Source: an optimization exercise on an open RTL-to-GDS flow (aim: a short achievable clock period and few clock cycles). Production flows keep margins and buffers that such runs may drop.
RTL that was checked went through simulation tests only; none was proved equivalent to the original.
Function not checked in run 5: the RTL went through the layout flow alone.
Power and IR drop assume default switching activity.

==> flow/config.mk <==
export PLATFORM = sky130hd
export DESIGN_NAME = wh8_core
export DESIGN_NICKNAME = wh8_core
export VERILOG_FILES = /design/flow/design.v
export SDC_FILE = /design/flow/constraint.sdc
export NUM_CORES = 4
export LEC_CHECK = 0
export CAP_MARGIN = 20
export CORE_MARGIN = 2
export CORE_UTILIZATION = 50
export PLACE_DENSITY = 0.5
export SETUP_SLACK_MARGIN = 3.0
export SLEW_MARGIN = 20

export DONT_USE_CELLS = sky130_fd_sc_hd__a2111o_1 sky130_fd_sc_hd__a2111o_2 sky130_fd_sc_hd__a2111o_4 sky130_fd_sc_hd__a2111oi_0 sky130_fd_sc_hd__a2111oi_1 sky130_fd_sc_hd__a2111oi_2 sky130_fd_sc_hd__a2111oi_4 sky130_fd_sc_hd__a221o_1 sky130_fd_sc_hd__a221o_2 sky130_fd_sc_hd__a221o_4 sky130_fd_sc_hd__a221oi_1 sky130_fd_sc_hd__a221oi_2 sky130_fd_sc_hd__a221oi_4 sky130_fd_sc_hd__a222oi_1 sky130_fd_sc_hd__a311o_1 sky130_fd_sc_hd__a311o_2 sky130_fd_sc_hd__a311o_4 sky130_fd_sc_hd__a311oi_1 sky130_fd_sc_hd__a311oi_2 sky130_fd_sc_hd__a311oi_4 sky130_fd_sc_hd__a32o_1 sky130_fd_sc_hd__a32o_2 sky130_fd_sc_hd__a32o_4 sky130_fd_sc_hd__a32oi_1 sky130_fd_sc_hd__a32oi_2 sky130_fd_sc_hd__a32oi_4 sky130_fd_sc_hd__a41o_1 sky130_fd_sc_hd__a41o_2 sky130_fd_sc_hd__a41o_4 sky130_fd_sc_hd__a41oi_1 sky130_fd_sc_hd__a41oi_2 sky130_fd_sc_hd__a41oi_4 sky130_fd_sc_hd__and4_1 sky130_fd_sc_hd__and4_2 sky130_fd_sc_hd__and4_4 sky130_fd_sc_hd__and4b_1 sky130_fd_sc_hd__and4b_2 sky130_fd_sc_hd__and4b_4 sky130_fd_sc_hd__and4bb_1 sky130_fd_sc_hd__and4bb_2 sky130_fd_sc_hd__and4bb_4 sky130_fd_sc_hd__nand4_1 sky130_fd_sc_hd__nand4_2 sky130_fd_sc_hd__nand4_4 sky130_fd_sc_hd__nand4b_1 sky130_fd_sc_hd__nand4b_2 sky130_fd_sc_hd__nand4b_4 sky130_fd_sc_hd__nand4bb_1 sky130_fd_sc_hd__nand4bb_2 sky130_fd_sc_hd__nand4bb_4 sky130_fd_sc_hd__nor3_1 sky130_fd_sc_hd__nor3_2 sky130_fd_sc_hd__nor3_4 sky130_fd_sc_hd__nor3b_1 sky130_fd_sc_hd__nor3b_2 sky130_fd_sc_hd__nor3b_4 sky130_fd_sc_hd__nor4_1 sky130_fd_sc_hd__nor4_2 sky130_fd_sc_hd__nor4_4 sky130_fd_sc_hd__nor4b_1 sky130_fd_sc_hd__nor4b_2 sky130_fd_sc_hd__nor4b_4 sky130_fd_sc_hd__nor4bb_1 sky130_fd_sc_hd__nor4bb_2 sky130_fd_sc_hd__nor4bb_4 sky130_fd_sc_hd__o2111a_1 sky130_fd_sc_hd__o2111a_2 sky130_fd_sc_hd__o2111a_4 sky130_fd_sc_hd__o2111ai_1 sky130_fd_sc_hd__o2111ai_2 sky130_fd_sc_hd__o2111ai_4 sky130_fd_sc_hd__o221a_1 sky130_fd_sc_hd__o221a_2 sky130_fd_sc_hd__o221a_4 sky130_fd_sc_hd__o221ai_1 sky130_fd_sc_hd__o221ai_2 sky130_fd_sc_hd__o221ai_4 sky130_fd_sc_hd__o311a_1 sky130_fd_sc_hd__o311a_2 sky130_fd_sc_hd__o311a_4 sky130_fd_sc_hd__o311ai_0 sky130_fd_sc_hd__o311ai_1 sky130_fd_sc_hd__o311ai_2 sky130_fd_sc_hd__o311ai_4 sky130_fd_sc_hd__o32a_1 sky130_fd_sc_hd__o32a_2 sky130_fd_sc_hd__o32a_4 sky130_fd_sc_hd__o32ai_1 sky130_fd_sc_hd__o32ai_2 sky130_fd_sc_hd__o32ai_4 sky130_fd_sc_hd__o41a_1 sky130_fd_sc_hd__o41a_2 sky130_fd_sc_hd__o41a_4 sky130_fd_sc_hd__o41ai_1 sky130_fd_sc_hd__o41ai_2 sky130_fd_sc_hd__o41ai_4 sky130_fd_sc_hd__or3_1 sky130_fd_sc_hd__or3_2 sky130_fd_sc_hd__or3_4 sky130_fd_sc_hd__or3b_1 sky130_fd_sc_hd__or3b_2 sky130_fd_sc_hd__or3b_4 sky130_fd_sc_hd__or4_1 sky130_fd_sc_hd__or4_2 sky130_fd_sc_hd__or4_4 sky130_fd_sc_hd__or4b_1 sky130_fd_sc_hd__or4b_2 sky130_fd_sc_hd__or4b_4 sky130_fd_sc_hd__or4bb_1 sky130_fd_sc_hd__or4bb_2 sky130_fd_sc_hd__or4bb_4  sky130_fd_sc_hd__fa_1 sky130_fd_sc_hd__fa_2 sky130_fd_sc_hd__fa_4 
==> flow/design.v <==
module wh8_core (
    input  wire       clk,
    input  wire       rst,
    input  wire       disp_valid,
    output wire       disp_ready,
    input  wire [1:0] disp_seg,
    input  wire [7:0] disp_pc,
    input  wire [7:0] disp_acc,
    input  wire [7:0] disp_x,
    input  wire [7:0] disp_y,
    input  wire       disp_z,
    input  wire [7:0] disp_ir,
    input  wire [7:0] disp_quantum,
    output wire       mem_req,
    output wire       mem_we,
    output wire [9:0] mem_addr,
    output wire [7:0] mem_wdata,
    input  wire       mem_ack,
    input  wire [7:0] mem_rdata,
    output wire       ret_valid,
    output wire       done_valid,
    output wire [2:0] done_cause,
    output wire [7:0] r_pc,
    output wire [7:0] r_acc,
    output wire [7:0] r_x,
    output wire [7:0] r_y,
    output wire       r_z,
    output wire [7:0] r_ir,
    output reg        con_valid,
    output wire [7:0] con_data
);
    localparam [7:0] OP_BRK   = 8'h00;
    localparam [7:0] OP_ADC   = 8'h6D;
    localparam [7:0] OP_STA   = 8'h8D;
    localparam [7:0] OP_LDY_I = 8'hA0;
    localparam [7:0] OP_LDX_I = 8'hA2;
    localparam [7:0] OP_LDA_I = 8'hA9;
    localparam [7:0] OP_LDY_A = 8'hAC;
    localparam [7:0] OP_LDA_A = 8'hAD;
    localparam [7:0] OP_LDX_A = 8'hAE;
    localparam [7:0] OP_BNE   = 8'hD0;
    localparam [7:0] OP_NOP   = 8'hEA;
    localparam [7:0] OP_CPX   = 8'hEC;
    localparam [7:0] OP_INC   = 8'hEE;
    localparam [7:0] OP_SYS   = 8'hFF;
    localparam [2:0] C_QUANTUM = 3'd0;
    localparam [2:0] C_BRK     = 3'd1;
    localparam [2:0] C_ILLEGAL = 3'd3;
    localparam [2:0] C_OPSEG   = 3'd5;
    localparam [2:0] C_SYSARG  = 3'd6;
    localparam [2:0] C_STRSEG  = 3'd7;
    function [3:0] dec_tens(input [6:0] v);
        begin
            dec_tens[0] = (v == 7'd10) | (v == 7'd11) | (v == 7'd12) | (v == 7'd13) | (v == 7'd14) | (v == 7'd15) | (v == 7'd16) | (v == 7'd17) | (v == 7'd18) | (v == 7'd19) | (v == 7'd30) | (v == 7'd31) | (v == 7'd32) | (v == 7'd33) | (v == 7'd34) | (v == 7'd35) | (v == 7'd36) | (v == 7'd37) | (v == 7'd38) | (v == 7'd39) | (v == 7'd50) | (v == 7'd51) | (v == 7'd52) | (v == 7'd53) | (v == 7'd54) | (v == 7'd55) | (v == 7'd56) | (v == 7'd57) | (v == 7'd58) | (v == 7'd59) | (v == 7'd70) | (v == 7'd71) | (v == 7'd72) | (v == 7'd73) | (v == 7'd74) | (v == 7'd75) | (v == 7'd76) | (v == 7'd77) | (v == 7'd78) | (v == 7'd79) | (v == 7'd90) | (v == 7'd91) | (v == 7'd92) | (v == 7'd93) | (v == 7'd94) | (v == 7'd95) | (v == 7'd96) | (v == 7'd97) | (v == 7'd98) | (v == 7'd99);
            dec_tens[1] = (v == 7'd20) | (v == 7'd21) | (v == 7'd22) | (v == 7'd23) | (v == 7'd24) | (v == 7'd25) | (v == 7'd26) | (v == 7'd27) | (v == 7'd28) | (v == 7'd29) | (v == 7'd30) | (v == 7'd31) | (v == 7'd32) | (v == 7'd33) | (v == 7'd34) | (v == 7'd35) | (v == 7'd36) | (v == 7'd37) | (v == 7'd38) | (v == 7'd39) | (v == 7'd60) | (v == 7'd61) | (v == 7'd62) | (v == 7'd63) | (v == 7'd64) | (v == 7'd65) | (v == 7'd66) | (v == 7'd67) | (v == 7'd68) | (v == 7'd69) | (v == 7'd70) | (v == 7'd71) | (v == 7'd72) | (v == 7'd73) | (v == 7'd74) | (v == 7'd75) | (v == 7'd76) | (v == 7'd77) | (v == 7'd78) | (v == 7'd79);
            dec_tens[2] = (v == 7'd40) | (v == 7'd41) | (v == 7'd42) | (v == 7'd43) | (v == 7'd44) | (v == 7'd45) | (v == 7'd46) | (v == 7'd47) | (v == 7'd48) | (v == 7'd49) | (v == 7'd50) | (v == 7'd51) | (v == 7'd52) | (v == 7'd53) | (v == 7'd54) | (v == 7'd55) | (v == 7'd56) | (v == 7'd57) | (v == 7'd58) | (v == 7'd59) | (v == 7'd60) | (v == 7'd61) | (v == 7'd62) | (v == 7'd63) | (v == 7'd64) | (v == 7'd65) | (v == 7'd66) | (v == 7'd67) | (v == 7'd68) | (v == 7'd69) | (v == 7'd70) | (v == 7'd71) | (v == 7'd72) | (v == 7'd73) | (v == 7'd74) | (v == 7'd75) | (v == 7'd76) | (v == 7'd77) | (v == 7'd78) | (v == 7'd79);
            dec_tens[3] = (v == 7'd80) | (v == 7'd81) | (v == 7'd82) | (v == 7'd83) | (v == 7'd84) | (v == 7'd85) | (v == 7'd86) | (v == 7'd87) | (v == 7'd88) | (v == 7'd89) | (v == 7'd90) | (v == 7'd91) | (v == 7'd92) | (v == 7'd93) | (v == 7'd94) | (v == 7'd95) | (v == 7'd96) | (v == 7'd97) | (v == 7'd98) | (v == 7'd99);
        end
    endfunction
    function [3:0] dec_ones(input [6:0] v);
        begin
            dec_ones[0] = (v == 7'd1) | (v == 7'd3) | (v == 7'd5) | (v == 7'd7) | (v == 7'd9) | (v == 7'd11) | (v == 7'd13) | (v == 7'd15) | (v == 7'd17) | (v == 7'd19) | (v == 7'd21) | (v == 7'd23) | (v == 7'd25) | (v == 7'd27) | (v == 7'd29) | (v == 7'd31) | (v == 7'd33) | (v == 7'd35) | (v == 7'd37) | (v == 7'd39) | (v == 7'd41) | (v == 7'd43) | (v == 7'd45) | (v == 7'd47) | (v == 7'd49) | (v == 7'd51) | (v == 7'd53) | (v == 7'd55) | (v == 7'd57) | (v == 7'd59) | (v == 7'd61) | (v == 7'd63) | (v == 7'd65) | (v == 7'd67) | (v == 7'd69) | (v == 7'd71) | (v == 7'd73) | (v == 7'd75) | (v == 7'd77) | (v == 7'd79) | (v == 7'd81) | (v == 7'd83) | (v == 7'd85) | (v == 7'd87) | (v == 7'd89) | (v == 7'd91) | (v == 7'd93) | (v == 7'd95) | (v == 7'd97) | (v == 7'd99);
            dec_ones[1] = (v == 7'd2) | (v == 7'd3) | (v == 7'd6) | (v == 7'd7) | (v == 7'd12) | (v == 7'd13) | (v == 7'd16) | (v == 7'd17) | (v == 7'd22) | (v == 7'd23) | (v == 7'd26) | (v == 7'd27) | (v == 7'd32) | (v == 7'd33) | (v == 7'd36) | (v == 7'd37) | (v == 7'd42) | (v == 7'd43) | (v == 7'd46) | (v == 7'd47) | (v == 7'd52) | (v == 7'd53) | (v == 7'd56) | (v == 7'd57) | (v == 7'd62) | (v == 7'd63) | (v == 7'd66) | (v == 7'd67) | (v == 7'd72) | (v == 7'd73) | (v == 7'd76) | (v == 7'd77) | (v == 7'd82) | (v == 7'd83) | (v == 7'd86) | (v == 7'd87) | (v == 7'd92) | (v == 7'd93) | (v == 7'd96) | (v == 7'd97);
            dec_ones[2] = (v == 7'd4) | (v == 7'd5) | (v == 7'd6) | (v == 7'd7) | (v == 7'd14) | (v == 7'd15) | (v == 7'd16) | (v == 7'd17) | (v == 7'd24) | (v == 7'd25) | (v == 7'd26) | (v == 7'd27) | (v == 7'd34) | (v == 7'd35) | (v == 7'd36) | (v == 7'd37) | (v == 7'd44) | (v == 7'd45) | (v == 7'd46) | (v == 7'd47) | (v == 7'd54) | (v == 7'd55) | (v == 7'd56) | (v == 7'd57) | (v == 7'd64) | (v == 7'd65) | (v == 7'd66) | (v == 7'd67) | (v == 7'd74) | (v == 7'd75) | (v == 7'd76) | (v == 7'd77) | (v == 7'd84) | (v == 7'd85) | (v == 7'd86) | (v == 7'd87) | (v == 7'd94) | (v == 7'd95) | (v == 7'd96) | (v == 7'd97);
            dec_ones[3] = (v == 7'd8) | (v == 7'd9) | (v == 7'd18) | (v == 7'd19) | (v == 7'd28) | (v == 7'd29) | (v == 7'd38) | (v == 7'd39) | (v == 7'd48) | (v == 7'd49) | (v == 7'd58) | (v == 7'd59) | (v == 7'd68) | (v == 7'd69) | (v == 7'd78) | (v == 7'd79) | (v == 7'd88) | (v == 7'd89) | (v == 7'd98) | (v == 7'd99);
        end
    endfunction
    reg st_idle;    
    reg st_f;       
    reg st_a1;      
    reg st_a2;      
    reg st_d;       
    reg st_w;       
    reg st_s1;      
    reg st_s2;      
    reg st_fz;      
    reg [7:0] pc, acc, x, y, ir;
    reg       z;
    reg       x_is1, x_is2;    
    reg [1:0] seg;
    reg [7:0] qleft;      
    reg       q_is1, q_is2;    
    reg       qinf;       
    reg [7:0] addr;
    reg [7:0] addr1;      
    reg       a_ff;       
    reg [7:0] incv;       
    reg       i_two;      
    reg       i_bne, i_ldai, i_ldxi, i_ldyi;
    reg       i_lda, i_ldx, i_ldy, i_adc, i_cpx, i_sta, i_inc;
    reg [7:0] lo;
    reg [1:0] d_h;
    reg [6:0] d_r;
    reg [2:0] fcause_r;
    reg       d_n3, d_n1;      
    reg       s1_two;          
    reg       s1_first;        
    reg [7:0] ch3;
    reg       ret_r, done_r, rdy_r, req_r, we_r;
    reg [2:0] o_cause;
    reg [9:0] o_addr;
    reg [7:0] o_wdata, o_pc, o_acc, o_x, o_y, o_ir, o_con;
    reg       o_z;
    assign mem_req    = req_r;
    assign mem_we     = we_r;
    assign mem_addr   = o_addr;
    assign mem_wdata  = o_wdata;
    assign disp_ready = rdy_r;
    assign ret_valid  = ret_r;
    assign done_valid = done_r;
    assign done_cause = o_cause;
    assign r_pc  = o_pc;
    assign r_acc = o_acc;
    assign r_x   = o_x;
    assign r_y   = o_y;
    assign r_z   = o_z;
    assign r_ir  = o_ir;
    assign con_data = o_con;
    wire [7:0] rd  = mem_rdata;
    wire       ack = mem_ack;
    wire d_brk  = (rd == OP_BRK);
    wire d_nop  = (rd == OP_NOP);
    wire d_sys  = (rd == OP_SYS);
    wire d_bne  = (rd == OP_BNE);
    wire d_ldai = (rd == OP_LDA_I);
    wire d_ldxi = (rd == OP_LDX_I);
    wire d_ldyi = (rd == OP_LDY_I);
    wire d_lda  = (rd == OP_LDA_A);
    wire d_ldx  = (rd == OP_LDX_A);
    wire d_ldy  = (rd == OP_LDY_A);
    wire d_adc  = (rd == OP_ADC);
    wire d_cpx  = (rd == OP_CPX);
    wire d_sta  = (rd == OP_STA);
    wire d_inc  = (rd == OP_INC);
    wire d_one  = d_bne | d_ldai | d_ldxi | d_ldyi;
    wire d_two  = d_lda | d_ldx | d_ldy | d_adc | d_cpx | d_sta | d_inc;
    wire d_args = d_one | d_two;
    wire rd_nz  = |rd;
    wire [7:0] addr2 = addr1 + 8'd1;
    wire [7:0] tgt   = addr1 + rd;
    wire [8:0] tgt1w = {addr1, 1'b1} + {rd, 1'b1};
    wire [7:0] tgt1  = tgt1w[8:1];
    wire       taken = i_bne & ~z;
    wire qlast   = ~qinf & (ret_r ? q_is2 : q_is1);
    wire f_go    = st_f & ack;
    wire retire  = (f_go & (d_nop | (d_sys & x_is1 & d_n1))) | (st_a1 & ack & ~i_two) |
                   (st_d & ack & ~i_inc) | (st_w & ack) | (st_s1 & ~s1_two) |
                   (st_s2 & ack & ~rd_nz);
    wire fault   = (f_go & ~(d_args | d_nop | (d_sys & (x_is1 | x_is2)))) |
                   (st_a2 & ack & rd_nz) | (st_s2 & ack & rd_nz & a_ff);
    wire [2:0] fcause = st_a2 ? C_OPSEG : st_s2 ? C_STRSEG :
                        d_brk ? C_BRK : d_sys ? C_SYSARG : C_ILLEGAL;
    wire stop_q  = retire & qlast;
    wire start   = st_idle & disp_valid;
    always @(posedge clk) begin
        if (rst) begin
            st_idle <= 1'b1;
            st_f    <= 1'b0;
            st_a1   <= 1'b0;
            st_a2   <= 1'b0;
            st_d    <= 1'b0;
            st_w    <= 1'b0;
            st_s1   <= 1'b0;
            st_s2   <= 1'b0;
            st_fz   <= 1'b0;
            req_r   <= 1'b0;
            we_r    <= 1'b0;
            ret_r   <= 1'b0;
            done_r  <= 1'b0;
            rdy_r   <= 1'b1;
            con_valid <= 1'b0;
        end else begin
            st_idle <= (st_idle & ~disp_valid) | st_fz | stop_q;
            rdy_r   <= (st_idle & ~disp_valid) | st_fz | stop_q;
            req_r   <= start | (req_r & ~st_fz & ~stop_q);
            st_fz   <= fault;
            st_f    <= start | (st_f & ~ack) | (retire & ~qlast);
            st_a1   <= (st_a1 & ~ack) | (f_go & d_args);
            st_a2   <= (st_a2 & ~ack) | (st_a1 & ack & i_two);
            st_d    <= (st_d & ~ack) | (st_a2 & ack & ~rd_nz);
            st_w    <= (st_w & ~ack) | (st_d & ack & i_inc);
            st_s1   <= (f_go & d_sys & x_is1 & ~d_n1) | (st_s1 & s1_two);
            s1_first <= st_f;
            st_s2   <= (st_s2 & ~(ack & (~rd_nz | a_ff))) | (f_go & d_sys & x_is2);
            we_r    <= (st_a2 & ack & i_sta & ~rd_nz) | (st_d & ~ack & we_r) |
                       (st_d & ack & i_inc) | (st_w & ~ack);
            ret_r   <= retire;
            done_r  <= st_fz | stop_q;
            con_valid <= (f_go & d_sys & x_is1) | st_s1 | (st_s2 & ack & rd_nz & ~a_ff);
        end
    end
    wire       tk      = st_a1 & taken;                     
    wire       fs2     = st_f & d_sys & x_is2;              
    wire       s2c     = st_s2 & rd_nz;                     
    wire       pc_en   = start | st_f | st_a1 | st_a2;
    wire [7:0] pc_e    = start ? disp_pc : addr1;
    wire [7:0] pc_d    = tk ? tgt : pc_e;
    wire       ir_en   = start | st_f;
    wire [7:0] ir_d    = start ? disp_ir : rd;
    wire       adc_go  = st_d & i_adc & ack;
    wire       acc_en  = start | (st_a1 & i_ldai) | (st_d & i_lda) | adc_go;
    wire [7:0] acc_sum = acc + rd;
    wire [7:0] acc_d   = (st_d & i_adc) ? acc_sum : start ? disp_acc : rd;
    wire       x_en    = start | (st_a1 & i_ldxi) | (st_d & i_ldx);
    wire [7:0] x_d     = start ? disp_x : rd;
    wire       y_en    = start | (st_a1 & i_ldyi) | (st_d & i_ldy);
    wire [7:0] y_d     = start ? disp_y : rd;
    wire       z_en    = start | (st_d & i_cpx);
    wire       z_d     = start ? disp_z : (rd == x);
    wire       addr_en = start | (ack & (st_f | st_a1 | st_a2 | st_w | st_s2 | (st_d & ~i_inc)));
    wire [7:0] addr_e  = start ? disp_pc : st_a2 ? lo : (st_f | st_a1) ? addr1 : pc;
    wire [7:0] addr_d  = tk ? tgt : (fs2 | s2c) ? (st_f ? y : addr1) : addr_e;
    wire [7:0] addr1_e = start ? disp_pc + 8'd1 : st_a2 ? lo + 8'd1 : (st_f | st_a1) ? addr2 : pc + 8'd1;
    wire [7:0] addr1_d = tk ? tgt1 : (fs2 | s2c) ? (st_f ? y + 8'd1 : addr2) : addr1_e;
    wire [7:0] oaddr_e = addr_en ? addr_e : st_s1 ? pc : addr;
    wire [7:0] oaddr_d = (ack & tk) ? tgt : (ack & (fs2 | s2c)) ? (st_f ? y : addr1) : oaddr_e;
    wire [1:0] seg_d   = start ? disp_seg : seg;
    wire [7:0] inc_d   = rd + 8'd1;
    wire       inc_now = st_d & ack & i_inc;
    wire [7:0] q_d     = start ? disp_quantum : qleft - 8'd1;
    always @(posedge clk) begin
        if (pc_en)  pc  <= pc_d;
        if (ir_en)  ir  <= ir_d;
        if (acc_en) acc <= acc_d;
        if (x_en) begin
            x     <= x_d;
            x_is1 <= (x_d == 8'd1);
            x_is2 <= (x_d == 8'd2);
        end
        if (y_en) begin
            y    <= y_d;
            d_h  <= (y_d >= 8'd200) ? 2'd2 : (y_d >= 8'd100) ? 2'd1 : 2'd0;
            d_n3 <= (y_d >= 8'd100);
            d_n1 <= (y_d < 8'd10);
        end
        if (z_en)   z   <= z_d;
        if (start)  seg <= disp_seg;
        addr1 <= addr_en ? addr1_d : addr + 8'd1;
        if (addr_en) begin
            addr  <= addr_d;
            a_ff  <= st_f ? (y == 8'hFF) : (addr1 == 8'hFF);
        end
        if (st_d & i_inc) incv <= inc_d;
        if (start | ret_r) begin
            qleft <= q_d;
            q_is1 <= start ? (disp_quantum == 8'd1) : (qleft == 8'd2);
            q_is2 <= start ? (disp_quantum == 8'd2) : (qleft == 8'd3);
        end
        if (start) qinf <= (disp_quantum == 8'd0);
        if (st_f) begin
            i_two  <= d_two;
            i_bne  <= d_bne;
            i_ldai <= d_ldai;
            i_ldxi <= d_ldxi;
            i_ldyi <= d_ldyi;
            i_lda  <= d_lda;
            i_ldx  <= d_ldx;
            i_ldy  <= d_ldy;
            i_adc  <= d_adc;
            i_cpx  <= d_cpx;
            i_sta  <= d_sta;
            i_inc  <= d_inc;
        end
        if (st_a1) lo <= rd;
        if (st_f) d_r <= y[6:0] - (d_h[1] ? 7'd72 : d_h[0] ? 7'd100 : 7'd0);
        if (st_f | st_s1) s1_two <= st_f & d_n3;
        if (st_s1) ch3 <= {4'h3, dec_ones(d_r)};
        if (~st_fz) fcause_r <= fcause;
        o_pc    <= tk ? tgt : st_fz ? 8'd0 : pc_en ? pc_e : pc;
        o_ir    <= st_fz ? 8'd0 : ir_en  ? ir_d  : ir;
        o_acc   <= adc_go ? acc_sum : st_fz ? 8'd0 : acc_en ? acc_d : acc;
        o_x     <= st_fz ? 8'd0 : x_en   ? x_d   : x;
        o_y     <= st_fz ? 8'd0 : y_en   ? y_d   : y;
        o_z     <= st_fz ? 1'b0 : z_en   ? z_d   : z;
        o_addr  <= {seg_d, oaddr_d};
        o_wdata <= inc_now ? inc_d : st_w ? incv : acc;
        o_cause <= st_fz ? fcause_r : C_QUANTUM;
        o_con   <= st_f  ? {4'h3, d_n3 ? {2'b00, d_h} : d_n1 ? y[3:0] : dec_tens(y[6:0])} :
                   st_s1 ? (s1_first ? {4'h3, d_n3 ? dec_tens(d_r) : dec_ones(d_r)} : ch3) : rd;
    end
endmodule
==> flow/flow/run.sh <==
#!/bin/bash
# Layout flow: the standard flow (standard.sh), with slow many-input OR/NOR,
# AOI/OAI and AND4/NAND4 cells added to the platform's don't-use list so that
# synthesis maps the logic to faster cells. Flip-flop mapping is unchanged,
# so the registers are the standard synthesis's. Each tool's output is kept
# in orfs/logs/; make's own output goes to flow_make.log.
set -euo pipefail
here="$(pwd)"
cells="$(cat flow/dont_use.txt)"
printf '\nexport DONT_USE_CELLS = %s\n' "$cells" >> config.mk
bash standard.sh > "$here/flow_make.log" 2>&1
==> flow/flow/dont_use.txt <==
sky130_fd_sc_hd__a2111o_1 sky130_fd_sc_hd__a2111o_2 sky130_fd_sc_hd__a2111o_4 sky130_fd_sc_hd__a2111oi_0 sky130_fd_sc_hd__a2111oi_1 sky130_fd_sc_hd__a2111oi_2 sky130_fd_sc_hd__a2111oi_4 sky130_fd_sc_hd__a221o_1 sky130_fd_sc_hd__a221o_2 sky130_fd_sc_hd__a221o_4 sky130_fd_sc_hd__a221oi_1 sky130_fd_sc_hd__a221oi_2 sky130_fd_sc_hd__a221oi_4 sky130_fd_sc_hd__a222oi_1 sky130_fd_sc_hd__a311o_1 sky130_fd_sc_hd__a311o_2 sky130_fd_sc_hd__a311o_4 sky130_fd_sc_hd__a311oi_1 sky130_fd_sc_hd__a311oi_2 sky130_fd_sc_hd__a311oi_4 sky130_fd_sc_hd__a32o_1 sky130_fd_sc_hd__a32o_2 sky130_fd_sc_hd__a32o_4 sky130_fd_sc_hd__a32oi_1 sky130_fd_sc_hd__a32oi_2 sky130_fd_sc_hd__a32oi_4 sky130_fd_sc_hd__a41o_1 sky130_fd_sc_hd__a41o_2 sky130_fd_sc_hd__a41o_4 sky130_fd_sc_hd__a41oi_1 sky130_fd_sc_hd__a41oi_2 sky130_fd_sc_hd__a41oi_4 sky130_fd_sc_hd__and4_1 sky130_fd_sc_hd__and4_2 sky130_fd_sc_hd__and4_4 sky130_fd_sc_hd__and4b_1 sky130_fd_sc_hd__and4b_2 sky130_fd_sc_hd__and4b_4 sky130_fd_sc_hd__and4bb_1 sky130_fd_sc_hd__and4bb_2 sky130_fd_sc_hd__and4bb_4 sky130_fd_sc_hd__nand4_1 sky130_fd_sc_hd__nand4_2 sky130_fd_sc_hd__nand4_4 sky130_fd_sc_hd__nand4b_1 sky130_fd_sc_hd__nand4b_2 sky130_fd_sc_hd__nand4b_4 sky130_fd_sc_hd__nand4bb_1 sky130_fd_sc_hd__nand4bb_2 sky130_fd_sc_hd__nand4bb_4 sky130_fd_sc_hd__nor3_1 sky130_fd_sc_hd__nor3_2 sky130_fd_sc_hd__nor3_4 sky130_fd_sc_hd__nor3b_1 sky130_fd_sc_hd__nor3b_2 sky130_fd_sc_hd__nor3b_4 sky130_fd_sc_hd__nor4_1 sky130_fd_sc_hd__nor4_2 sky130_fd_sc_hd__nor4_4 sky130_fd_sc_hd__nor4b_1 sky130_fd_sc_hd__nor4b_2 sky130_fd_sc_hd__nor4b_4 sky130_fd_sc_hd__nor4bb_1 sky130_fd_sc_hd__nor4bb_2 sky130_fd_sc_hd__nor4bb_4 sky130_fd_sc_hd__o2111a_1 sky130_fd_sc_hd__o2111a_2 sky130_fd_sc_hd__o2111a_4 sky130_fd_sc_hd__o2111ai_1 sky130_fd_sc_hd__o2111ai_2 sky130_fd_sc_hd__o2111ai_4 sky130_fd_sc_hd__o221a_1 sky130_fd_sc_hd__o221a_2 sky130_fd_sc_hd__o221a_4 sky130_fd_sc_hd__o221ai_1 sky130_fd_sc_hd__o221ai_2 sky130_fd_sc_hd__o221ai_4 sky130_fd_sc_hd__o311a_1 sky130_fd_sc_hd__o311a_2 sky130_fd_sc_hd__o311a_4 sky130_fd_sc_hd__o311ai_0 sky130_fd_sc_hd__o311ai_1 sky130_fd_sc_hd__o311ai_2 sky130_fd_sc_hd__o311ai_4 sky130_fd_sc_hd__o32a_1 sky130_fd_sc_hd__o32a_2 sky130_fd_sc_hd__o32a_4 sky130_fd_sc_hd__o32ai_1 sky130_fd_sc_hd__o32ai_2 sky130_fd_sc_hd__o32ai_4 sky130_fd_sc_hd__o41a_1 sky130_fd_sc_hd__o41a_2 sky130_fd_sc_hd__o41a_4 sky130_fd_sc_hd__o41ai_1 sky130_fd_sc_hd__o41ai_2 sky130_fd_sc_hd__o41ai_4 sky130_fd_sc_hd__or3_1 sky130_fd_sc_hd__or3_2 sky130_fd_sc_hd__or3_4 sky130_fd_sc_hd__or3b_1 sky130_fd_sc_hd__or3b_2 sky130_fd_sc_hd__or3b_4 sky130_fd_sc_hd__or4_1 sky130_fd_sc_hd__or4_2 sky130_fd_sc_hd__or4_4 sky130_fd_sc_hd__or4b_1 sky130_fd_sc_hd__or4b_2 sky130_fd_sc_hd__or4b_4 sky130_fd_sc_hd__or4bb_1 sky130_fd_sc_hd__or4bb_2 sky130_fd_sc_hd__or4bb_4  sky130_fd_sc_hd__fa_1 sky130_fd_sc_hd__fa_2 sky130_fd_sc_hd__fa_4 
==> flow/standard.sh <==
#!/bin/bash
# synth_recipe.tcl (not shown) runs the flow's synth.tcl, then flattens the netlist and writes it again
# the make line also repeats each setting of config.mk as NAME=value (left out here)
make -C /OpenROAD-flow-scripts/flow DESIGN_CONFIG=/design/flow/config.mk WORK_HOME=/design/flow/orfs CLKGATE_MAP_FILE= SYNTH_SCRIPT=/design/flow/synth_recipe.tcl "${@:-finish}"
==> flow/constraint.sdc <==
create_clock -name core_clock -period 5.0 [get_ports {clk}]
set_input_delay 1.0000 -clock core_clock [delete_from_list [all_inputs] [get_ports {clk}]]
set_output_delay 1.0000 -clock core_clock [all_outputs]
set_load 0.01 [all_outputs]
==> results of run 1 <==
timing repair:
item                                    in CTS  in global routing
gates resized for setup                    506                111
setup buffers                               49                 45
endpoints found under the setup margin     285                101
cloned                                       2                  3
pin swaps                                   38                 46
through the flow:
stage	worst slack, ns	hold slack [ns]	instances	power (W)
after floorplan	2.53	0.426	1419	0.00314
after global placement	1.27	0.432	1806	0.00372
after detailed placement	1.22	0.439	1806	0.00373
after CTS	2.88	0.455	1901	0.00552
after global routing	2.78	0.471	1949	0.00592
final	2.82	0.455	1949	0.00569
report_power, final:
| group | internal (W) | switching (W) |
|---|---|---|
| Combinational | 0.000847 | 0.000976 |
| Sequential | 0.00194 | 0.000216 |
| Clock | 0.000993 | 0.000718 |
| Total | 0.00378 | 0.00191 |
worst max-delay path: cells and delay by family:
| kind | cells | cell delay, ns |
|---|---|---|
| buffers and inverters | 2 | 0.27 |
| adder cells (fa/ha/maj) | 2 | 0.39 |
| multiplexers | 1 | 0.12 |
| XOR/XNOR | 1 | 0.26 |
| AND/OR/NAND/NOR | 1 | 0.23 |
| AO/OA/AOI/OAI | 1 | 0.15 |
cells by family after synthesis:
| kind of cell | Yosys count |
|---|---|
| and+or+nand+nor | 505 |
| AOI/OAI and AO/OA | 402 |
| DFF | 203 |
| buffers and inverters | 131 |
| xor gates and xnor gates | 77 |
| muxes | 63 |
| adders and majority gates | 38 |
Yosys cell counts (15+ instances only):
cell and count:
sky130_fd_sc_hd__o22ai_1 18, sky130_fd_sc_hd__a31oi_1 16, sky130_fd_sc_hd__nand2b_1 30, sky130_fd_sc_hd__a21boi_0 15
sky130_fd_sc_hd__and2_1 48, sky130_fd_sc_hd__mux2i_1 50, sky130_fd_sc_hd__edfxtp_1 80, sky130_fd_sc_hd__buf_2 38
sky130_fd_sc_hd__a211oi_1 19, sky130_fd_sc_hd__a22oi_1 19, sky130_fd_sc_hd__xor2_1 33, sky130_fd_sc_hd__dfxtp_1 123
sky130_fd_sc_hd__nor2b_1 23, sky130_fd_sc_hd__nand3_1 66, sky130_fd_sc_hd__inv_1 38, sky130_fd_sc_hd__and3_1 44
sky130_fd_sc_hd__nor2_1 122, sky130_fd_sc_hd__nand3b_1 16, sky130_fd_sc_hd__ha_1 38, sky130_fd_sc_hd__xnor2_1 44
sky130_fd_sc_hd__clkbuf_1 37, sky130_fd_sc_hd__nand2_1 123, sky130_fd_sc_hd__o21ai_0 98, sky130_fd_sc_hd__a21oi_1 110
layer usage:
metal  track usage [%]  vias to the layer above  share of wire [%]
li1                  -                     5447                  -
met1              45.4                     5495                 42
met2              47.5                      706                 43
met3              6.12                      148                 11
met4              10.6                        0                3.9
met5                 0                        -                  0
final cells by class:
cell class / instances / share of cell area, %
Clock buffer: 35 / 4.36
Clock inverter: 9 / 0.390
Inverter: 40 / 1.22
Multi-Input combinational cell: 1086 / 47.8
Sequential cell: 203 / 30.1
Tap cell: 324 / 2.48
Timing Repair Buffer: 251 / 13.5
Timing Repair inverter: 1 / 0.0689
layout by cell type, fill, tap and decap left out, types with 14 or more instances in the layout:
master / instances
sky130_fd_sc_hd__nand2_1: 114
sky130_fd_sc_hd__nor2_1: 109
sky130_fd_sc_hd__a21oi_1: 94
sky130_fd_sc_hd__buf_4: 94
sky130_fd_sc_hd__dfxtp_1: 88
sky130_fd_sc_hd__edfxtp_1: 80
sky130_fd_sc_hd__o21ai_0: 67
sky130_fd_sc_hd__nand3_1: 63
sky130_fd_sc_hd__buf_2: 57
sky130_fd_sc_hd__mux2i_1: 50
sky130_fd_sc_hd__and2_1: 48
sky130_fd_sc_hd__clkdlybuf4s50_1: 46
sky130_fd_sc_hd__xnor2_1: 39
sky130_fd_sc_hd__and3_1: 37
sky130_fd_sc_hd__inv_1: 36
sky130_fd_sc_hd__buf_6: 31
sky130_fd_sc_hd__o21ai_1: 29
sky130_fd_sc_hd__dfxtp_2: 29
sky130_fd_sc_hd__nand2b_1: 28
sky130_fd_sc_hd__xor2_1: 28
sky130_fd_sc_hd__clkbuf_16: 27
sky130_fd_sc_hd__ha_4: 20
sky130_fd_sc_hd__nor2b_1: 17
sky130_fd_sc_hd__a22oi_1: 17
sky130_fd_sc_hd__nand3b_1: 16
sky130_fd_sc_hd__a31oi_1: 15
sky130_fd_sc_hd__a211oi_1: 15
sky130_fd_sc_hd__o22ai_1: 15
sky130_fd_sc_hd__ha_1: 15
sky130_fd_sc_hd__o211ai_1: 14
sequential cells by signal, summed over array words and instances, names as in the netlist, 2 cells and up:
signal    flops
o_addr        9
acc           8
addr1         8
addr          8
incv          8
ir            8
lo            8
o_acc         8
o_con         8
o_ir          8
o_pc          8
o_wdata       8
o_x           8
o_y           8
pc            8
qleft         8
x             8
y             8
d_r           7
ch3           4
fcause_r      3
o_cause       3
d_h           2
final timing paths:
check / slack (ns) / cells after the start / to / startpoint
max: 2.82 / 8 / pc[6] / mem_rdata[1]
min reg2reg: 0.46 / 1 / o_cause[0] / fcause_r[0]
min: 0.46 / 1 / o_cause[0] / fcause_r[0]
max reg2reg: 2.93 / 7 / pc[6] / addr1[1]
==> flow_summary.toml, run 1 <==
[status]
outcome = "no timing/DRC/antenna violations"

[global_route]
grt_usage_pct = 31.5
largest_net_degree_at_the_start_of_global_routing = 83
grt_pass1_wl_um = 63700
grt-ovfl-total = 0
via_count_of_the_first_global_routing_pass = 11100
initial_antenna_violation_count = 0

[drt]
avgRoutedWirePerCell_um = 21.9
vias_per_cell = 6.05
vias = 11800
route.final.wire_length_um = 42700
detail_route.drc_violations = 0
drt_iter0_drc = 1274
detail-route-antenna-nets = 0
drtPass1Iterations = 8

[die]
placeableCoreArea_um2 = 24200
die_area_um2 = 25900
die_width_um = 161
row_count = 57
starting_density_of_the_core_pct = 50.8
io-pin-count = 139
die-height_um = 161

[synthesis]
synth_xor_area_share_pct = 5.48
synth-adder-area-share_pct = 3.86
post-synth-top-area-fraction_pct = 20.0
post_synth_and_or_nand_nor_area_fraction_pct = 20.5
yosysWarnings = 1
yosys-mux-area-fraction_pct = 5.25
synth-edff-count = 80
async_flop_share_pct = 0
netlist_area_um2 = 12300
combinational_family_with_the_most_area_after_synthesis = "compound AO/OA/AOI/OAI gates"
yosys.area.top_type = "sky130_fd_sc_hd__dfxtp_1"
synth.ff_latch_count = 203
synthCells = 1419
post_synth_num_cell_types = 59
compound_cell_area_share_of_the_yosys_netlist_pct = 20.6
synth_seq_area_share_pct = 39.5
synth.top_cells.by_area = "sky130_fd_sc_hd__dfxtp_1 20%, sky130_fd_sc_hd__edfxtp_1 20%, sky130_fd_sc_hd__a21oi_1 4.5%"
ys.flop_type = "sky130_fd_sc_hd__dfxtp_1"
mean_instance_size_in_the_synthesized_netlist_um2 = 8.68
synth_fp_nets = 1520

[worst_setup_path]
criticalPathCategory = "in2reg"
crit_required_ns = 5.25
worstPathMaxFanout = 7
setup.worst_path.start_class = "input port"
critical_path.cell_chain = "buf_16 > ha_4 > ha_4 > or2_4 > buf_4 > a21oi_4 > xor2_2 > mux2i_1"
worst_path_largest_cell_delay_ns = 0.26
cp_common_cell = "sky130_fd_sc_hd__ha_4"
cp-end-kind = "flip-flop"
critPathSlowestCell = "sky130_fd_sc_hd__xor2_2"
cp_data_arrival_time_ns = 2.43

[sta]
final.period_utilization_pct = 43.5
setup_tns_ns = 0
maxSlewHeadroom_pct = 53.0
worst_clock_skew_ns = 0.0276
timing.fmax_ghz = 0.459
finalWorstPathRequiredPeriod_ns = 2.18
finalSetupViolCount = 0
timing.final.hold_violations = 0
transition_time_of_the_tightest_slew_check_pin_ns = 0.698
final_max_slew_viols = 0
rsz0062_at_grt = "yes"

[cts]
cts.path.max_buffers = 3
cts.htree.levels = 1
cts_sinks = 203
insertion_delay_ns = 0.54
cts-buffers-inserted = 24
holdBufCountCts = 0
cts_tree = "built"
clock-root-buffer = "sky130_fd_sc_hd__clkbuf_16"
clock_pin_slew_on_the_worst_setup_and_hold_paths_ns = 0.06

[placed_design]
dpl_cell_area_um2 = 14100
routabilityCongestion = 0.949
hpwlAfterDp_um = 28300
io_buffers = 138

[min_path]
hold_path.class = "reg2reg"

[power]
power-per-cell-area_nw_per_um2 = 348
power.leakage_nw = 6.49
ir_drop_uv = 268

[cells_and_area]
antenna-diode-count = 0
area_growth_syn_to_fin_pct = 32.8
multiInputGateArea_um2 = 7820
finish.net_count = 1708
layout.area.seq_um2 = 4920
fin_util_pct = 67.4
final_design_area_no_fill_um2 = 16300
final.fill_count = 2020
layout-drive-gt1-share_pct = 27.5

[flow_run]
cap_viol_max_count = 0
Testbench counts, summed over its fixed seeds: cycles 416,322.
==> run 2: changes to the inputs <==
--- a/flow/config.mk
+++ b/flow/config.mk
@@ -9,4 +9,3 @@
 export CORE_MARGIN = 2
-export CORE_UTILIZATION = 50
-export PLACE_DENSITY = 0.5
+export CORE_UTILIZATION = 25
 export SETUP_SLACK_MARGIN = 3.0
==> flow_summary.toml, run 2 <==
[min_path]
hold_path.class = "reg2reg"
holdPathEnd = "o_cause[1]"
min-delay-start = "fcause_r[1]"
min_path_cells = 1

[global_route]
grt_usage_pct = 18.5
largest_net_degree_at_the_start_of_global_routing = 70
initial_antenna_violation_count = 2
via_count_of_the_first_global_routing_pass = 11200
grt-ovfl-total = 0
grt_pass1_wl_um = 71800

[sta]
timing.fmax_ghz = 0.455
finalSetupViolCount = 0
transition_time_of_the_tightest_slew_check_pin_ns = 0.653
whs_ns = 0.481
worst_clock_skew_ns = 0.0184
rsz0062_at_grt = "yes"
timing.final.hold_violations = 0
final_max_slew_viols = 0
final.period_utilization_pct = 43.9
setup_tns_ns = 0
finalWorstPathRequiredPeriod_ns = 2.20
maxSlewHeadroom_pct = 56.4

[synthesis]
synthCells = 1419
mean_instance_size_in_the_synthesized_netlist_um2 = 8.68
yosysWarnings = 1
synth.ff_latch_count = 203
synth_fp_nets = 1520
post_synth_num_cell_types = 59
async_flop_share_pct = 0
netlist_area_um2 = 12300
synth_top_cells_by_count = "123 x sky130_fd_sc_hd__dfxtp_1, 123 x sky130_fd_sc_hd__nand2_1, 122 x sky130_fd_sc_hd__nor2_1"
synth-edff-count = 80
synth.top_cells.by_area = "sky130_fd_sc_hd__dfxtp_1 20%, sky130_fd_sc_hd__edfxtp_1 20%, sky130_fd_sc_hd__a21oi_1 4.5%"
post-synth-top-area-fraction_pct = 20.0
ys.flop_type = "sky130_fd_sc_hd__dfxtp_1"
yosys.area.top_type = "sky130_fd_sc_hd__dfxtp_1"
synth_seq_area_share_pct = 39.5

[die]
io-pin-count = 139
die-height_um = 226
placeableCoreArea_um2 = 48700
starting_density_of_the_core_pct = 25.3
die_width_um = 226
die_area_um2 = 51000
row_count = 81

[drt]
drtPass1Iterations = 6
drt_iter0_drc = 1164
vias = 11900
detail-route-antenna-nets = 0
top_signal_layer_used = "met5"
wl_met1_um = 20700
met2_wirelength_um = 22300
vias_per_cell = 5.18
route.final.wire_length_um = 48900
detail_route.drc_violations = 0
detailroute.wirelength.met3_um = 4130
avgRoutedWirePerCell_um = 21.3

[cts]
clock_pin_slew_on_the_worst_setup_and_hold_paths_ns = 0.07
cts_tree = "built"
cts.path.max_buffers = 3
holdBufCountCts = 0
clock-root-buffer = "sky130_fd_sc_hd__clkbuf_16"
insertion_delay_ns = 0.55
cts_sinks = 203
cts.htree.levels = 1
cts-buffers-inserted = 23

[placed_design]
number_of_cells_in_the_design_after_placement = 2152
io_buffers = 138
routabilityCongestion = 0.889
hpwlAfterDp_um = 33900

[cells_and_area]
final-instance-count-excl-fill = 2300
finish.net_count = 1720
antenna-diode-count = 0
final.fill_count = 4846
multiInputGateArea_um2 = 7900
area_growth_syn_to_fin_pct = 40.7
layout.area.seq_um2 = 4960
largest_register = "o_addr"
commonest_non_fill_non_tap_cells_in_the_layout = "113 x sky130_fd_sc_hd__nor2_1, 113 x sky130_fd_sc_hd__nand2_1, 97 x sky130_fd_sc_hd__buf_4"
largest_register_ffs = 9
layout-drive-gt1-share_pct = 30.6

[worst_setup_path]
setup.worst_path.start_class = "input port"
worst-r2r-setup-slack_ns = 2.90
worstReg2RegEnd = "addr[4]"
timing.reg2reg.worst_path_depth = 7
worstPathMaxFanout = 4
crit_required_ns = 5.27
reg2reg_from = "addr1[1]"
cp-end-kind = "flip-flop"
criticalPathCategory = "in2reg"
cp_data_arrival_time_ns = 2.47

[status]
outcome = "no timing/DRC/antenna violations"

[power]
power.leakage_nw = 6.72
power-per-cell-area_nw_per_um2 = 345
total_design_power_w = 0.00598
ir_drop_uv = 285

[flow_run]
cap_viol_max_count = 0
-- run 2: cell counts after synthesis --
Identical to the previous run, type by type.
-- run 2: metrics by stage --
step	util [%]	setup slack (ns)	instance area, µm²
3_5_place_dp	30.0	1.01	14600
4_1_cts	33.9	2.81	16500
2_1_floorplan	-	2.53	12800
6_report	35.5	2.80	17300
5_1_grt	35.5	2.77	17300
3_3_place_gp	30.0	1.09	14600
-- run 2: what timing repair did --
action | in CTS | in global routing
setup endpoints to repair | 287 | 126
resized for setup | 598 | 112
pin swaps | 44 | 63
setup buffers | 69 | 31
cloned | 3 | 3
-- run 2: metal layers --
layer | GRT usage, % | vias up
met5 | 0 | -
met4 | 6.37 | 2
met3 | 3.32 | 102
met2 | 29.3 | 590
met1 | 25.1 | 5758
li1 | - | 5451
-- run 2: worst max path at each step --
stage,from,end,slack [ns],cells after the start
floorplan,mem_rdata[0],addr[4],2.53,10
global placement,disp_valid,o_pc[0],1.09,8
detailed placement,disp_valid,addr1[7],1.01,8
CTS,mem_rdata[0],addr[4],2.81,9
global route,mem_rdata[0],addr[4],2.77,9
finish,mem_rdata[0],addr[4],2.80,9
-- run 2: worst max-delay path, cell delays in order --
cell and delay [ns]:
sky130_fd_sc_hd__buf_12 0.12, sky130_fd_sc_hd__buf_8 0.13, sky130_fd_sc_hd__ha_4 0.17, sky130_fd_sc_hd__ha_4 0.15, sky130_fd_sc_hd__or2_4 0.24, sky130_fd_sc_hd__a21o_1 0.16, sky130_fd_sc_hd__a21oi_2 0.17, sky130_fd_sc_hd__xnor2_2 0.19
sky130_fd_sc_hd__o22ai_1 0.14
-- run 2: cells by family (layout without fill, tap and decap cells) --
logic type	Yosys count	after routing	share of synthesized area, %
AOI/OAI and AO/OA	402	402	20.6
and+or+nand+nor	505	508	20.5
muxes	63	63	5.25
buffers and inverters	131	345	4.72
DFF	203	203	39.5
xor gates and xnor gates	77	77	5.48
adders and majority gates	38	38	3.86
-- run 2: area by class of cell --
cell class | instances | share of cell area (%)
multi-input cells | 1088 | 45.6
flip-flops and latches | 203 | 28.7
repair buffers | 263 | 15.1
well taps | 664 | 4.80
clock buffers | 31 | 3.92
inverters | 40 | 1.22
clock inverters | 11 | 0.744
-- run 2: power breakdown --
| group | switching (W) | leakage (nW) | total, W | internal [W] |
|---|---|---|---|---|
| clock | 0.000763 | 0.404 | 0.00183 | 0.00107 |
| combinational | 0.00103 | 4.51 | 0.00196 | 0.000933 |
| sequential | 0.000235 | 1.80 | 0.00219 | 0.00195 |
| total | 0.00203 | 6.72 | 0.00598 | 0.00395 |
==> run 3: changes to the inputs <==
--- a/flow/config.mk
+++ b/flow/config.mk
@@ -9,3 +9,3 @@
 export CORE_MARGIN = 2
-export CORE_UTILIZATION = 25
+export CORE_UTILIZATION = 35
 export SETUP_SLACK_MARGIN = 3.0
==> flow_summary.toml, run 3 <==
[status]
outcome = "no timing/DRC/antenna violations"

[drt]
detail_route.drc_violations = 0
detailroute.wirelength.met3_um = 3990
avgRoutedWirePerCell_um = 21.6
vias_per_cell = 5.64
drt_iter0_drc = 1458
met2_wirelength_um = 20200
vias = 11800
drtPass1Iterations = 8
wl_met1_um = 19700
route.final.wire_length_um = 45100
detail-route-antenna-nets = 0
top_signal_layer_used = "met4"

[cells_and_area]
finish.net_count = 1717
largest_register = "o_addr"
antenna-diode-count = 0
area_growth_syn_to_fin_pct = 37.9
final.fill_count = 3196
layout-drive-gt1-share_pct = 29.8
largest_register_ffs = 9
layout.cells.most_common = "sky130_fd_sc_hd__nor2_1"
commonest_non_fill_non_tap_cells_in_the_layout = "113 x sky130_fd_sc_hd__nor2_1, 111 x sky130_fd_sc_hd__nand2_1, 94 x sky130_fd_sc_hd__buf_4"

[cts]
holdBufCountCts = 0
cts.htree.levels = 1
clock-root-buffer = "sky130_fd_sc_hd__clkbuf_16"
cts_sinks = 203
cts.path.max_buffers = 3
insertion_delay_ns = 0.55
cts-buffers-inserted = 26
clock_pin_slew_on_the_worst_setup_and_hold_paths_ns = 0.05
cts_tree = "built"

[synthesis]
synth-edff-count = 80
synth_seq_area_share_pct = 39.5
synth.top_cells.by_area = "sky130_fd_sc_hd__dfxtp_1 20%, sky130_fd_sc_hd__edfxtp_1 20%, sky130_fd_sc_hd__a21oi_1 4.5%"
synth_fp_nets = 1520
yosys.area.top_type = "sky130_fd_sc_hd__dfxtp_1"
post-synth-top-area-fraction_pct = 20.0
ys.flop_type = "sky130_fd_sc_hd__dfxtp_1"
synth_top_cells_by_count = "123 x sky130_fd_sc_hd__dfxtp_1, 123 x sky130_fd_sc_hd__nand2_1, 122 x sky130_fd_sc_hd__nor2_1"
mean_instance_size_in_the_synthesized_netlist_um2 = 8.68
async_flop_share_pct = 0
netlist_area_um2 = 12300
synthCells = 1419
post_synth_num_cell_types = 59
synth.ff_latch_count = 203
yosysWarnings = 1

[global_route]
grt_usage_pct = 24.1
via_count_of_the_first_global_routing_pass = 11200
grt-ovfl-total = 0
grt_pass1_wl_um = 68200
largest_net_degree_at_the_start_of_global_routing = 70
initial_antenna_violation_count = 0

[worst_setup_path]
setup.worst_path.start_class = "input port"
worstPathMaxFanout = 6
cp_data_arrival_time_ns = 2.43
criticalPathCategory = "in2reg"
crit_required_ns = 5.27
cp-end-kind = "flip-flop"

[placed_design]
routabilityCongestion = 0.940
pre_cts_slack_ns = 1.01
io_buffers = 138
hpwlAfterDp_um = 30600

[die]
starting_density_of_the_core_pct = 35.6
placeableCoreArea_um2 = 34600
die-height_um = 192
io-pin-count = 139
die_area_um2 = 36700
row_count = 68
die_width_um = 192

[min_path]
hold_path.class = "reg2reg"

[power]
seq_power_share_pct = 35.3
p_comb_share_pct = 31.8
power-per-cell-area_nw_per_um2 = 362
cellInternalPower_w = 0.00413
power.leakage_nw = 6.69
power.share.clock_pct = 33.0
total_design_power_w = 0.00615
switching_power_w = 0.00202
ir_drop_uv = 224
net_switching_fraction_of_the_power_pct = 32.9

[sta]
rsz0062_at_grt = "yes"
finalSetupViolCount = 0
final.period_utilization_pct = 43.2
timing.final.hold_violations = 0
setup_tns_ns = 0
worst_clock_skew_ns = 0.0158
maxSlewHeadroom_pct = 53.7
timing.fmax_ghz = 0.463
final_max_slew_viols = 0
transition_time_of_the_tightest_slew_check_pin_ns = 0.687
finalWorstPathRequiredPeriod_ns = 2.16
timing.final.ws_setup_ns = 2.84

[flow_run]
cap_viol_max_count = 0
## run 3: final timing paths
path                            slack (ns)          from  cells past startpoint         end
worst max-delay path                  2.84  mem_rdata[1]                      8       pc[4]
worst min-delay path                  0.47   fcause_r[2]                      1  o_cause[2]
worst max register to register        2.93      addr1[1]                      7       pc[4]
worst min register to register        0.47   fcause_r[2]                      1  o_cause[2]
## run 3: critical path: stages
cell	delay, ns
sky130_fd_sc_hd__buf_16	0.13
sky130_fd_sc_hd__ha_4	0.23
sky130_fd_sc_hd__ha_4	0.15
sky130_fd_sc_hd__or2_4	0.24
sky130_fd_sc_hd__a21o_1	0.17
sky130_fd_sc_hd__a21oi_2	0.16
sky130_fd_sc_hd__xnor2_2	0.21
sky130_fd_sc_hd__mux2i_1	0.13
## run 3: cell type report
type / instances / area, µm² / share of cell area [%]
Clock buffer: 35 / 746 / 4.39
Inverter: 40 / 206 / 1.22
Tap cell: 455 / 569 / 3.35
Timing Repair Buffer: 258 / 2420 / 14.2
Clock inverter: 13 / 174 / 1.02
Multi-Input combinational cell: 1087 / 7910 / 46.6
Sequential cell: 203 / 4950 / 29.2
## run 3: power by group through the flow
stage	registers (W)	logic (W)	clock network [W]
floorplan	0.00212	0.00102	0
global placement	0.00220	0.00156	0
detailed placement	0.00220	0.00156	0
CTS	0.00215	0.00176	0.00205
global route	0.00219	0.00210	0.00211
finish	0.00217	0.00195	0.00203
## run 3: metrics by stage
step                hold slack (ns)  instance area (µm²)  util [%]  instances
floorplan                     0.426                12800         -       1419
global placement              0.452                14300      41.4       1941
detailed placement            0.440                14300      41.4       1941
CTS                           0.468                16200      46.8       2059
global route                  0.483                17000      49.0       2091
finish                        0.467                17000      49.0       2091
## run 3: metal layers
layer	global-route usage (%)	vias to the layer above
li1	-	5477
met5	0	-
met2	37.3	581
met3	3.69	96
met4	6.69	0
met1	34.6	5640
## run 3: cell families after synthesis
family,synth area share [%]
buf+inv,4.72
xor+xnor,5.48
flops,39.5
simple gates,20.5
fa+ha+maj,3.86
mux,5.25
compound gates,20.6
## run 3: timing repair
| action | in CTS | in global routing |
|---|---|---|
| buffers inserted | 67 | 31 |
| setup endpoints to repair | 286 | 116 |
| resized for setup | 547 | 125 |
| cloned | 3 | 1 |
| pin swaps | 43 | 61 |
==> run 4: changes to the inputs <==
--- a/flow/config.mk
+++ b/flow/config.mk
@@ -9,3 +9,3 @@
 export CORE_MARGIN = 2
-export CORE_UTILIZATION = 35
+export CORE_UTILIZATION = 30
 export SETUP_SLACK_MARGIN = 3.0
==> flow_summary.toml, run 4 <==
[global_route]
via_count_of_the_first_global_routing_pass = 11200
grt_usage_pct = 21.5
largest_net_degree_at_the_start_of_global_routing = 70
grt_pass1_wl_um = 69900
initial_antenna_violation_count = 1
grt-ovfl-total = 0

[placed_design]
number_of_cells_in_the_design_after_placement = 2018
routabilityCongestion = 0.923
io_buffers = 138
dpl_cell_area_um2 = 14400
hpwlAfterDp_um = 32600
pre_cts_slack_ns = 1.17

[cts]
clock-root-buffer = "sky130_fd_sc_hd__clkbuf_16"
cts.path.max_buffers = 3
insertion_delay_ns = 0.56
clock_pin_slew_on_the_worst_setup_and_hold_paths_ns = 0.06
cts-buffers-inserted = 25
cts_tree = "built"
holdBufCountCts = 0
cts.htree.levels = 1
cts_sinks = 203

[cells_and_area]
final.fill_count = 3863
commonest_non_fill_non_tap_cells_in_the_layout = "114 x sky130_fd_sc_hd__nand2_1, 111 x sky130_fd_sc_hd__nor2_1, 97 x sky130_fd_sc_hd__buf_4"
final_design_area_no_fill_um2 = 17000
finish.net_count = 1715
largest_register = "o_addr"
largest_register_ffs = 9
layout-drive-gt1-share_pct = 30.5
layout.cells.most_common = "sky130_fd_sc_hd__nand2_1"
area_growth_syn_to_fin_pct = 38.4
final-instance-count-excl-fill = 2166
fin_util_pct = 41.9

[synthesis]
synth_fp_nets = 1520
mean_instance_size_in_the_synthesized_netlist_um2 = 8.68
synth_xor_area_share_pct = 5.48
post_synth_and_or_nand_nor_area_fraction_pct = 20.5
post_synth_num_cell_types = 59
yosysWarnings = 1
async_flop_share_pct = 0
synth.top_cells.by_area = "sky130_fd_sc_hd__dfxtp_1 20%, sky130_fd_sc_hd__edfxtp_1 20%, sky130_fd_sc_hd__a21oi_1 4.5%"
synth-edff-count = 80
ys.flop_type = "sky130_fd_sc_hd__dfxtp_1"
post-synth-top-area-fraction_pct = 20.0
combinational_family_with_the_most_area_after_synthesis = "compound AO/OA/AOI/OAI gates"
netlist_area_um2 = 12300
synth_top_cells_by_count = "123 x sky130_fd_sc_hd__dfxtp_1, 123 x sky130_fd_sc_hd__nand2_1, 122 x sky130_fd_sc_hd__nor2_1"
synth-adder-area-share_pct = 3.86
synth_seq_area_share_pct = 39.5
synth.ff_latch_count = 203
yosys-mux-area-fraction_pct = 5.25
synthCells = 1419
yosys.area.top_type = "sky130_fd_sc_hd__dfxtp_1"
compound_cell_area_share_of_the_yosys_netlist_pct = 20.6

[sta]
transition_time_of_the_tightest_slew_check_pin_ns = 0.624
rsz0062_at_grt = "yes"
timing.fmax_ghz = 0.466
worst_clock_skew_ns = 0.0101
finalSetupViolCount = 0
final_max_slew_viols = 0
finalWorstPathRequiredPeriod_ns = 2.15
final.period_utilization_pct = 43.0
timing.final.ws_setup_ns = 2.85
maxSlewHeadroom_pct = 58.4
timing.final.hold_violations = 0
setup_tns_ns = 0

[die]
die_width_um = 207
die_area_um2 = 42700
placeableCoreArea_um2 = 40600
row_count = 74
io-pin-count = 139
die-height_um = 207
starting_density_of_the_core_pct = 30.3

[worst_setup_path]
cp_data_arrival_time_ns = 2.44
worstSetupStartpoint = "mem_rdata[2]"
reg2reg_from = "addr1[1]"
setup.worst_path.start_class = "input port"
cp-end-kind = "flip-flop"
worstPathMaxFanout = 4
crit_required_ns = 5.29
criticalPathCategory = "in2reg"

[drt]
vias = 11800
detail-route-antenna-nets = 0
detail_route.drc_violations = 0
vias_per_cell = 5.46
drtPass1Iterations = 5
route.final.wire_length_um = 47400
avgRoutedWirePerCell_um = 21.9
drt_iter0_drc = 1423

[power]
ir_drop_uv = 249
power-per-cell-area_nw_per_um2 = 358
power.leakage_nw = 6.68

[min_path]
hold_path.class = "reg2reg"
min-delay-start = "fcause_r[0]"

[flow_run]
cap_viol_max_count = 0

[status]
outcome = "no timing/DRC/antenna violations"
[run 4: worst max-delay path, stage by stage]
cell	delay (ns)
sky130_fd_sc_hd__buf_12	0.11
sky130_fd_sc_hd__buf_8	0.13
sky130_fd_sc_hd__ha_4	0.27
sky130_fd_sc_hd__and3_4	0.19
sky130_fd_sc_hd__nand2_4	0.05
sky130_fd_sc_hd__a31o_4	0.24
sky130_fd_sc_hd__xor2_4	0.21
sky130_fd_sc_hd__nor2_2	0.16
sky130_fd_sc_hd__a21oi_2	0.05
[run 4: area by class of cell]
| type | count | area (µm²) | area share (%) |
|---|---|---|---|
| Multi-Input combinational cell | 1089 | 7870 | 46.2 |
| Sequential cell | 203 | 4970 | 29.1 |
| Timing Repair Buffer | 255 | 2440 | 14.3 |
| Clock buffer | 30 | 676 | 3.96 |
| Tap cell | 532 | 666 | 3.91 |
| Clock inverter | 16 | 221 | 1.30 |
| Inverter | 40 | 203 | 1.19 |
| Antenna cell | 1 | 2.50 | 0.0147 |
[run 4: path summary, 6_finish.rpt]
check                                   to  slack [ns]  cells past startpoint
worst max-delay path                 pc[7]        2.85                      9
worst min-delay path            o_cause[0]        0.47                      1
worst max register to register     addr[4]        2.93                      7
worst min register to register  o_cause[0]        0.47                      1
[run 4: per-layer routing]
layer  vias up  wire length, µm  share of wire, %  track usage, %
met2       581            21500                45            33.8
met4         0             1410               3.0            7.53
li1       5460                -                 -               -
met3        90             3790               8.0            3.86
met1      5706            20600                44            29.6
met5         -                0                 0               0
[run 4: stage by stage]
step / total power [W] / hold WS (ns)
3_5_place_dp: 0.00377 / 0.455
2_1_floorplan: 0.00314 / 0.426
6_report: 0.00611 / 0.470
5_1_grt: 0.00636 / 0.474
3_3_place_gp: 0.00377 / 0.457
4_1_cts: 0.00596 / 0.469
[run 4: what timing repair did]
| item | 4_1_cts | 5_1_grt |
|---|---|---|
| setup buffers | 65 | 30 |
| resized for setup | 567 | 128 |
| endpoints found under the setup margin | 287 | 134 |
| pin swaps | 35 | 57 |
| cloned | 4 | 2 |
[run 4: report_power, final]
part / leakage [nW] / internal, W / total [W] / switching (W)
combinational: 4.44 / 0.000924 / 0.00194 / 0.00102
sequential: 1.80 / 0.00195 / 0.00218 / 0.000228
clock: 0.438 / 0.00123 / 0.00199 / 0.000759
total: 6.68 / 0.00410 / 0.00611 / 0.00201
[run 4: cell families (layout without fill, tap and decap cells)]
kind of cell             count (synthesis)  count (layout)
other                                    0               1
flip-flops                             203             203
buffers and inverters                  131             341
multiplexers                            63              63
AND/OR/NAND/NOR                        505             509
adder cells (fa/ha/maj)                 38              38
AO/OA/AOI/OAI                          402             402
XOR/XNOR                                77              77
==> run 5: changes to the inputs <==
--- a/flow/design.v
+++ b/flow/design.v
@@ -196,3 +196,2 @@
     wire [7:0] pc_e    = start ? disp_pc : addr1;
-    wire [7:0] pc_d    = tk ? tgt : pc_e;
     wire       ir_en   = start | st_f;
@@ -221,3 +220,3 @@
     always @(posedge clk) begin
-        if (pc_en)  pc  <= pc_d;
+        if (pc_en)  pc  <= pc_e;
         if (ir_en)  ir  <= ir_d;
==> flow_summary.toml, run 5 <==
[status]
outcome = "no timing/DRC/antenna violations"

[worst_setup_path]
cp_data_arrival_time_ns = 2.62
worstSetupStartpoint = "mem_rdata[0]"
cp-end-kind = "flip-flop"
setup.worst_path.start_class = "input port"
worstReg2RegEnd = "addr[3]"
worst-r2r-setup-slack_ns = 2.97
reg2reg_from = "st_a1"
crit_path_end = "addr1[5]"
timing.reg2reg.worst_path_depth = 6
criticalPathCategory = "in2reg"
crit_required_ns = 5.43
worstPathMaxFanout = 5

[power]
ir_drop_uv = 230
total_design_power_w = 0.00572
power.leakage_nw = 6.29
power-per-cell-area_nw_per_um2 = 348

[synthesis]
ys.flop_type = "sky130_fd_sc_hd__dfxtp_1"
synth_fp_nets = 1492
synthMostInstantiatedCell = "sky130_fd_sc_hd__nor2_1"
synth.top_cells.by_area = "sky130_fd_sc_hd__dfxtp_1 22%, sky130_fd_sc_hd__edfxtp_1 18%, sky130_fd_sc_hd__a21oi_1 4.8%"
netlist_area_um2 = 11900
async_flop_share_pct = 0
post_synth_num_cell_types = 53
synthCells = 1391
synth_top_cells_by_count = "136 x sky130_fd_sc_hd__nor2_1, 131 x sky130_fd_sc_hd__dfxtp_1, 130 x sky130_fd_sc_hd__nand2_1"
yosys.area.top_type = "sky130_fd_sc_hd__dfxtp_1"
yosysWarnings = 1
synth_seq_area_share_pct = 40.2
mean_instance_size_in_the_synthesized_netlist_um2 = 8.56
synth-edff-count = 72
post-synth-top-area-fraction_pct = 22.0
synth.ff_latch_count = 203

[global_route]
via_count_of_the_first_global_routing_pass = 11100
grt-ovfl-total = 0
largest_net_degree_at_the_start_of_global_routing = 37
initial_antenna_violation_count = 1
grt_pass1_wl_um = 65000
grt_usage_pct = 20.1

[sta]
finalSetupViolCount = 0
transition_time_of_the_tightest_slew_check_pin_ns = 0.757
final_max_slew_viols = 0
rsz0062_at_grt = "yes"
timing.fmax_ghz = 0.457
final.period_utilization_pct = 43.8
timing.final.hold_violations = 0
setup_tns_ns = 0
worst_clock_skew_ns = 0.00989
maxSlewHeadroom_pct = 49.4
finalWorstPathRequiredPeriod_ns = 2.19

[drt]
detail_route.drc_violations = 0
vias_per_cell = 5.32
avgRoutedWirePerCell_um = 20.2
route.final.wire_length_um = 42900
drtPass1Iterations = 6
detail-route-antenna-nets = 0
vias = 11300
drt_iter0_drc = 1223

[cells_and_area]
layout-drive-gt1-share_pct = 29.5
commonest_non_fill_non_tap_cells_in_the_layout = "123 x sky130_fd_sc_hd__nor2_1, 121 x sky130_fd_sc_hd__nand2_1, 93 x sky130_fd_sc_hd__a21oi_1"
area_growth_syn_to_fin_pct = 38.2
layout.cells.most_common = "sky130_fd_sc_hd__nor2_1"
antenna-diode-count = 0
largest_register = "o_addr"
largest_register_ffs = 9
final.fill_count = 3805
finish.net_count = 1694

[die]
die_area_um2 = 41300
die-height_um = 203
row_count = 72
io-pin-count = 139
placeableCoreArea_um2 = 38900
die_width_um = 203
starting_density_of_the_core_pct = 30.6

[placed_design]
hpwlAfterDp_um = 28400
io_buffers = 138
routabilityCongestion = 0.926

[cts]
insertion_delay_ns = 0.55
cts_tree = "built"
cts-buffers-inserted = 25
cts.path.max_buffers = 3
clock_pin_slew_on_the_worst_setup_and_hold_paths_ns = 0.06
cts.htree.levels = 1
clock-root-buffer = "sky130_fd_sc_hd__clkbuf_16"
cts_sinks = 203

[flow_run]
cap_viol_max_count = 0

[min_path]
hold_path.class = "reg2reg"
## run 5: cell types whose count changed after synthesis, sizes merged, moves of 9 or more
cell	change
and3	-23
nor2	+15
nand2b	-11
a211o	-10
a21boi	-10
a31oi	+10
or2	-10
nand3	+9
## run 5: worst max-delay path, cell delays in order
cell                         delay [ns]
sky130_fd_sc_hd__buf_6             0.07
sky130_fd_sc_hd__buf_8             0.12
sky130_fd_sc_hd__clkinvlp_4        0.14
sky130_fd_sc_hd__buf_12            0.15
sky130_fd_sc_hd__ha_4              0.16
sky130_fd_sc_hd__nand3b_1          0.21
sky130_fd_sc_hd__nand2_2           0.16
sky130_fd_sc_hd__a211oi_2          0.08
sky130_fd_sc_hd__a211o_1           0.29
sky130_fd_sc_hd__o22ai_2           0.17
sky130_fd_sc_hd__a21oi_1           0.06
## run 5: per-stage QoR
step                      hold WS, ns  instances  setup WS (ns)  instance area (µm²)  util (%)
after floorplan                 0.426       1391           2.68                12400         -
after CTS                       0.486       2102           2.86                15900      40.7
after global placement          0.474       1975           1.39                14000      36.1
after global routing            0.501       2129           2.77                16500      42.3
after detailed placement        0.469       1975           1.32                14000      36.1
final                           0.478       2129           2.81                16500      42.3
## run 5: worst min path at each step
stage	startpoint	end	slack (ns)	cells past startpoint
after floorplan	fcause_r[0]	o_cause[0]	0.43	1
after global placement	fcause_r[2]	o_cause[2]	0.47	1
after detailed placement	fcause_r[2]	o_cause[2]	0.47	1
after CTS	fcause_r[2]	o_cause[2]	0.49	1
after global routing	fcause_r[2]	o_cause[2]	0.50	1
final	fcause_r[0]	o_cause[0]	0.48	1
## run 5: timing repair
item                                    4_1_cts  5_1_grt
buffers inserted                             71       27
pin swaps                                    55       50
endpoints found under the setup margin      265      142
endpoints found under the hold margin         0        0
resized for setup                           548      108
hold buffers                                  0        0
gates cloned                                 11        0
## run 5: routing by layer
layer | vias up | global-route usage, % | part of all wire [%]
met2 | 480 | 33.1 | 46
met5 | - | 0 | 0.026
met4 | 2 | 7.09 | 3.8
met1 | 5368 | 26.7 | 43
li1 | 5366 | - | -
met3 | 105 | 3.42 | 7.4
## run 5: area by class of cell
cell class,instances,area [µm²],share of cell area [%]
Timing Repair Buffer,250,2390,14.5
Timing Repair inverter,3,22.5,0.137
Tap cell,518,648,3.94
Clock inverter,11,73.8,0.448
Multi-Input combinational cell,1069,7590,46.1
Sequential cell,203,4860,29.5
Inverter,41,196,1.19
Clock buffer,34,679,4.13
## run 5: cells by family after synthesis
group / synth area share (%)
simple gates: 20.0
compound gates: 19.6
flops: 40.2
buf+inv: 4.64
xor+xnor: 5.66
mux: 5.95
fa+ha+maj: 3.99
## run 5: power breakdown
group	switching, W	total, W	internal, W
Clock	0.000761	0.00172	0.000956
Sequential	0.000218	0.00215	0.00194
Combinational	0.000966	0.00185	0.000884
Total	0.00195	0.00572	0.00378

Setup slack of run 5, layout unchanged: 2.811 ns with ideal ports, 2.829 ns with driving cells assumed (clock clkbuf_16, inputs buf_2), 2.228 ns with port delays also shifted by the 0.601 ns mid clock arrival.
